This design comes from an exercise in tuning for small area, a short achievable clock period and few clock cycles on the open sky130 flow, not from production work. Power and IR drop assume default switching activity.

==> flow/design.v <==
module pcmdf_dec (
    input  wire        clk,
    input  wire        rst,
    input  wire        start,
    input  wire [15:0] cfg_len,
    input  wire [15:0] cfg_fps,
    input  wire        cfg_fps_set,
    input  wire        cfg_extract,
    output reg         idle,
    input  wire        in_valid,
    output reg         in_ready,
    input  wire [31:0] in_data,
    output reg         out_valid,
    input  wire        out_ready,
    output reg  [1:0]  out_type,
    output wire [31:0] out_data,
    output reg  [2:0]  out_nbytes,
    output reg         out_tp,
    output reg  [63:0] out_ts,
    output reg  [15:0] out_hdr,
    output reg         out_ss,
    output wire [31:0] out_sync,
    output reg  [15:0] out_sfid,
    output reg  [15:0] out_plen,
    output wire [2:0]  out_status,
    output reg  [15:0] out_offset,
    output reg  [15:0] out_count,
    output reg  [31:0] out_mode_word
);
    localparam [1:0] T_HDR = 2'd0, T_PAY = 2'd1, T_END = 2'd2;
    localparam [2:0] PH_MODE  = 3'd0,   
                     PH_TP    = 3'd1,   
                     PH_REC   = 3'd2,   
                     PH_DRAIN = 3'd3,   
                     PH_SHORT = 3'd4;   
    reg        busy;
    reg [2:0]  phase;
    reg [1:0]  status;
    reg        fpsv_l;      
    reg        xbad;        
    reg [15:0] lrem;        
    reg        lnz;         
    reg        lw;          
    reg        fit0;        
    reg        fit1;        
    reg [15:0] sh;          
    reg [15:0] hl;          
    reg        rl0, rl1;    
    reg [3:0]  fi;          
    reg [15:0] hold;        
    reg        hv;          
    reg        df;          
    reg        tsh;         
    reg [31:0] sk;          
    reg        skv;
    reg        endp;        
    reg [31:0] dsync;
    assign out_status = {1'b0, status};
    assign out_data   = dsync;
    assign out_sync   = dsync;
    wire   hdr_wait   = out_valid && (out_type == T_HDR);
    wire out_free = !out_valid || out_ready;
    wire slot     = out_free && !endp;        
    wire acc      = in_valid && in_ready;
    wire go       = (skv || acc) && slot;
    wire [31:0] w = skv ? sk : in_data;
    wire [13:0] lrem_q = lrem[15:2] - 14'd1;
    wire [15:0] h0 = w[15:0];
    wire [15:0] h1 = w[31:16];
    wire        x  = out_ss;
    wire        odd = out_plen[0];      
    wire        rec = (phase == PH_REC);
    wire        rlast0 = rl0;                     
    wire        rlast1 = rl1;                     
    wire [3:0]  fi1 = (fi == 4'd8) ? 4'd8 : fi + 4'd1;
    wire [3:0]  f1  = rlast0 ? 4'd0 : fi1;
    wire        p0  = x ? (fi >= 4'd8) : (fi >= 4'd5);
    wire        p1  = x ? (f1 >= 4'd8) : (f1 >= 4'd5);
    wire        start0 = (fi == 4'd0);
    wire        nofit0 = start0 && !fit0;
    wire        nofit1 = rlast0 && !fit1;
    wire        bad0   = start0 && xbad;
    wire        par  = sh[0] ^ hl[0];             
    wire [15:0] E    = par ? h1 : h0;
    wire [15:0] O    = par ? h0 : h1;
    wire [3:0]  idxE = par ? fi1 : fi;
    wire [3:0]  idxO = par ? fi : fi1;
    wire        vE   = !(rlast0 && par);          
    wire        vO   = !(rlast0 && !par);
    wire        h0ff   = (h0 == 16'hFFFF);
    wire        h1ff   = (h1 == 16'hFFFF);
    wire        ts_pos = (idxO == 4'd3) && vO && (out_ts[31:0] == 32'hFFFF_FFFF) &&
                         (!par || (out_ts[47:32] == 16'hFFFF));
    wire        ts_bad = ts_pos && h0ff && (par || h1ff);
    wire        ts_end = ts_pos && par && rlast1;
    wire        hdr_w = x ? ((idxO == 4'd7) && vO) : ((idxE == 4'd4) && vE);
    wire        pay_beat = hv ? p0 : (p0 && !hdr_w);
    wire        hv_n     = (hdr_w && p1) || (hv && p0 && p1) || (!hv && !p0 && p1);
    wire        df_n     = (go && rec) ? (hv_n && rlast1) : (df && !out_free);
    wire        df_out   = df && out_free;
    wire        d_pay    = go && ((phase == PH_TP) || (rec && pay_beat));
    wire        d_hi_en  = df_out || d_pay || (go && rec && (idxO == 4'd5) && vO);
    wire        d_lo_en  = df_out || d_pay || (go && rec && (idxE == 4'd6) && vE);
    wire        d_pair   = df_out || (d_pay && hv);            
    wire [15:0] d_hi     = (d_pair || (!d_pay && par)) ? h0 : h1;
    wire [15:0] d_lo     = d_pair ? hold : ((!d_pay && par) ? h1 : h0);
    wire        mode_go  = go && (phase == PH_MODE);
    wire        rec_go   = go && rec;
    wire        end_ld   = (endp && out_free) || (go && (phase == PH_DRAIN) && lw && !df);
    wire        hdr_ld   = (mode_go && w[20]) || (rec_go && hdr_w && !ts_bad && !bad0);
    wire        beat_ld  = end_ld || hdr_ld || df_out || d_pay;
    wire        is_hdr   = (mode_go && w[20]) || (rec_go && hdr_w);
    wire [2:0]  nb_tp    = (lw && lrem[1:0] != 2'd0) ? {1'b0, lrem[1:0]} : 3'd4;
    wire        short_ld = busy && (phase == PH_SHORT) && slot;
    wire        rl_any   = rlast0 || rlast1;
    wire        off_en   = short_ld || mode_go || (rec_go && rl_any && !(ts_end && h0ff));
    wire [15:0] off_d    = short_ld ? 16'd0 : mode_go ? (w[20] ? lrem : 16'd4) :
                           out_offset + {sh[14:0], 1'b0};
    wire        cnt_en   = short_ld || mode_go || (rec_go && rl_any) || (status == 2'd3);
    wire [15:0] cnt_d    = mode_go ? {15'd0, w[20]} :
                           (short_ld || status == 2'd3) ? 16'd0 : out_count + 16'd1;
    wire        st_en    = short_ld || mode_go || (rec_go && ((bad0 && !nofit0) || ts_bad));
    wire [1:0]  st_d     = short_ld ? 2'd1 : mode_go ? ((w[20] || fpsv_l) ? 2'd0 : 2'd2) : 2'd3;
    wire        pos_en   = mode_go || rec_go;
    wire [3:0]  fi_d     = mode_go ? 4'd0 : rlast0 ? 4'd1 : rlast1 ? 4'd0 :
                           (fi >= 4'd6) ? 4'd8 : fi + 4'd2;
    wire [15:0] hl_d     = (mode_go || rlast1) ? sh : rlast0 ? sh - 16'd1 : hl - 16'd2;
    wire        rl0_d    = !mode_go && !rlast0 && !rlast1 && (hl == 16'd3);
    wire        rl1_d    = !mode_go && !rlast0 && !rlast1 && (hl == 16'd4);
    wire [2:0]  nb_rec   = hv ? (!p0 ? (odd ? 3'd1 : 3'd2) : (rlast0 && odd) ? 3'd3 : 3'd4)
                              : (rlast0 ? (odd ? 3'd1 : 3'd2) : ((rlast1 && odd) ? 3'd3 : 3'd4));
    wire [17:0] fit_b  = {2'b00, lrem} - {1'b0, sh, 1'b0};
    wire        fit_hi = (fit_b[16:3] != 14'd0);
    wire        fit0_d = !fit_b[17] && (fit_hi || fit_b[2:0] >= (odd ? 3'd3 : 3'd4));
    wire        fit1_d = !fit_b[17] && (fit_hi || fit_b[2:0] >= (odd ? 3'd5 : 3'd6));
    reg        busy_n, lnz_n, skv_n, endp_n, short_n;
    reg [2:0]  phase_n;
    reg        end_now;
    always @* begin
        skv_n   = skv ? !slot : (acc && !slot);
        busy_n  = busy;
        lnz_n   = lnz;
        phase_n = phase;
        short_n = (phase == PH_SHORT);
        endp_n  = endp && !out_free;
        end_now = 1'b0;
        if (!busy) begin
            if (start && idle) begin
                busy_n  = 1'b1;
                lnz_n   = (cfg_len != 16'd0);
                short_n = (cfg_len < 16'd4);
                phase_n = short_n ? PH_SHORT : PH_MODE;
            end
        end else begin
            if (phase == PH_SHORT && slot) begin
                phase_n = PH_DRAIN;
                short_n = 1'b0;
            end
            if (go) begin
                lnz_n = !lw;
                case (phase)
                    PH_MODE:  phase_n = w[20] ? PH_TP : (fpsv_l ? PH_REC : PH_DRAIN);
                    PH_REC:   if (nofit0 || bad0 || ts_bad || nofit1) phase_n = PH_DRAIN;
                    PH_DRAIN: end_now = lw && !df;
                    default: ;
                endcase
            end
            if (end_now) begin
                busy_n = 1'b0;
            end else if (!lnz_n && !df_n && !short_n) begin
                busy_n = 1'b0;
                endp_n = 1'b1;
            end
        end
    end
    always @(posedge clk) begin
        if (rst) begin
            busy      <= 1'b0;
            out_valid <= 1'b0;
            df        <= 1'b0;
            skv       <= 1'b0;
            in_ready  <= 1'b0;
            idle      <= 1'b1;
            endp      <= 1'b0;
            phase     <= PH_MODE;
        end else begin
            busy     <= busy_n;
            lnz      <= lnz_n;
            skv      <= skv_n;
            phase    <= phase_n;
            endp     <= endp_n;
            in_ready <= busy_n && lnz_n && !skv_n && !short_n;
            idle     <= !busy_n && !(out_free ? hdr_ld : hdr_wait);
            out_valid <= (out_valid && !out_ready) || beat_ld;
            if (out_free)
                out_type <= end_ld ? T_END : is_hdr ? T_HDR : T_PAY;
            if (df_out || d_pay)
                out_nbytes <= df_out ? (odd ? 3'd1 : 3'd2) :
                              (phase == PH_TP) ? nb_tp : nb_rec;
            if (acc && !slot)
                sk <= in_data;
            if (d_hi_en)
                dsync[31:16] <= d_hi;
            if (d_lo_en)
                dsync[15:0] <= d_lo;
            if (pos_en) begin
                fi  <= fi_d;
                hl  <= hl_d;
                rl0 <= rl0_d;
                rl1 <= rl1_d;
            end
            if (rec_go && (tsh || (idxE == 4'd0 && vE)))
                out_ts[15:0] <= tsh ? hold : E;
            if (rec_go && idxO == 4'd1 && vO) out_ts[31:16] <= O;
            if (rec_go && idxE == 4'd2 && vE) out_ts[47:32] <= E;
            if (rec_go && idxO == 4'd3 && vO) out_ts[63:48] <= O;
            if (rec_go && idxE == 4'd4 && vE) out_hdr <= E;
            if (rec_go && idxO == 4'd7 && vO) out_sfid <= O;
            if (cnt_en)
                out_count <= cnt_d;
            if (off_en)
                out_offset <= off_d;
            if (st_en)
                status <= st_d;
            if (!busy) begin
                if (start && idle) begin
                    fpsv_l   <= cfg_fps_set;
                    xbad     <= cfg_extract && (cfg_fps < 16'd6);
                    out_ss   <= cfg_extract;
                    out_plen <= cfg_extract ? cfg_fps - 16'd6 : cfg_fps;
                    sh       <= ({1'b0, cfg_fps} + 17'd11) >> 1;
                    lrem     <= cfg_len;
                    lw       <= (cfg_len <= 16'd4);
                    hv       <= 1'b0;
                    df       <= 1'b0;
                    tsh      <= 1'b0;
                end
            end else begin
                if (phase == PH_SHORT && slot)
                    out_mode_word <= 32'd0;
                if (df && out_free)
                    hv <= 1'b0;      
                df <= df_n;
                if (go) begin
                    lrem <= lw ? 16'd0 : {lrem_q, lrem[1:0]};
                    lw   <= (lrem[15:3] == 13'd0) || (lrem == 16'd8);
                    fit0 <= fit0_d;
                    fit1 <= fit1_d;
                    hold <= h1;
                    case (phase)
                        PH_MODE: begin
                            out_mode_word <= w;
                            out_tp        <= w[20];
                            if (w[20])
                                out_plen <= {lrem_q, lrem[1:0]};
                        end
                        PH_REC: begin
                            tsh <= rlast0;
                            hv <= hv_n;
                        end
                        default: ;
                    endcase
                end
            end
        end
    end
endmodule
export LEC_CHECK = 0
export CAP_MARGIN = 20
export CORE_MARGIN = 2
export CORE_UTILIZATION = 60
export CTS_BUF_LIST = sky130_fd_sc_hd__clkbuf_4 sky130_fd_sc_hd__clkbuf_8
export PLACE_DENSITY = 0.75
export SETUP_SLACK_MARGIN = 5
export SLEW_MARGIN = 20
create_clock -name core_clock -period 8.0 [get_ports {clk}]
standard.sh (not shown) runs the stock make flow with config.mk's settings and CLKGATE_MAP_FILE= SYNTH_SCRIPT=/design/flow/synth_recipe.tcl, a recipe that flattens the netlist after the stock synthesis.
==> flow/flow/run.sh <==
#!/bin/bash
# The standard layout (standard synthesis, floorplan, place, CTS, route),
# with the smallest buffer on each input and output port instead of the
# default port buffer cell. Each tool's output goes to its log here.
set -euo pipefail
export BUFFER_PORTS_ARGS="-buffer_cell sky130_fd_sc_hd__buf_1"
bash standard.sh synth > synth.log 2>&1
bash standard.sh finish > layout.log 2>&1
Edit:
--- a/flow/design.v
+++ b/flow/design.v
@@ -46,4 +46,5 @@
     reg [15:0] sh;          
     reg [15:0] hl;          
+    reg        hsf;         
     reg        rl0, rl1;    
     reg [3:0]  fi;          
@@ -81,5 +82,5 @@
     wire        nofit1 = rlast0 && !fit1;
     wire        bad0   = start0 && xbad;
-    wire        par  = sh[0] ^ hl[0];             
+    wire        par  = sh[0] ^ hl[0] ^ hsf;       
     wire [15:0] E    = par ? h1 : h0;
     wire [15:0] O    = par ? h0 : h1;
@@ -125,7 +126,8 @@
     wire [3:0]  fi_d     = mode_go ? 4'd0 : rlast0 ? 4'd1 : rlast1 ? 4'd0 :
                            (fi >= 4'd6) ? 4'd8 : fi + 4'd2;
-    wire [15:0] hl_d     = (mode_go || rlast1) ? sh : rlast0 ? sh - 16'd1 : hl - 16'd2;
-    wire        rl0_d    = !mode_go && !rlast0 && !rlast1 && (hl == 16'd3);
-    wire        rl1_d    = !mode_go && !rlast0 && !rlast1 && (hl == 16'd4);
+    wire [15:0] hl_d     = (mode_go || rlast0 || rlast1) ? sh : hl - 16'd2;
+    wire        hsf_d    = mode_go ? 1'b0 : rlast0 ? 1'b1 : rlast1 ? 1'b0 : hsf;
+    wire        rl0_d    = !mode_go && !rlast0 && !rlast1 && (hl == (hsf ? 16'd4 : 16'd3));
+    wire        rl1_d    = !mode_go && !rlast0 && !rlast1 && (hl == (hsf ? 16'd5 : 16'd4));
     wire [2:0]  nb_rec   = hv ? (!p0 ? (odd ? 3'd1 : 3'd2) : (rlast0 && odd) ? 3'd3 : 3'd4)
                               : (rlast0 ? (odd ? 3'd1 : 3'd2) : ((rlast1 && odd) ? 3'd3 : 3'd4));
@@ -207,4 +209,5 @@
                 fi  <= fi_d;
                 hl  <= hl_d;
+                hsf <= hsf_d;
                 rl0 <= rl0_d;
                 rl1 <= rl1_d;
Result:
- The changed run ran to the end with no violations
- worst hold slack is better by 34 ps
- setup slack gets worse by 90 ps
- final area drops by 0.70%
- combinational power goes up by 5.9%
- sequential share of layout area grows by 0.45 points
- utilization went up by 1.9 points
- cell count came out lower by 3.4%
No functional check of the RTL was part of any run of this note.

[re-timing with driven ports]
The flow's constraints put no driver on any port. The routed layouts listed below were extracted and timed again, unchanged, in two steps. Step 1, drivers: a clkbuf_16 drives clk and a buf_2 each remaining input, both assumed. Step 2 also shifts input and output timing later by t, the mid clock arrival at the registers, as if the neighbouring blocks saw the same clock. Slacks: ideal / step 1 / step 2; pairs: ideal / step 1.
run	t (ns)	setup WS [ns]	worst setup path after step 2	slew at the worst register clock pin (ns)
the first run	0.648	4.971 / 4.928 / 4.280	input to register	0.07 / 0.07
the second run	0.631	4.881 / 4.879 / 4.248	input to register	0.07 / 0.07
After both steps setup and hold are still met in every run listed. The setup slack of the first run, which loses most, moves by -0.043 ns with the drivers and by -0.691 ns with both steps.
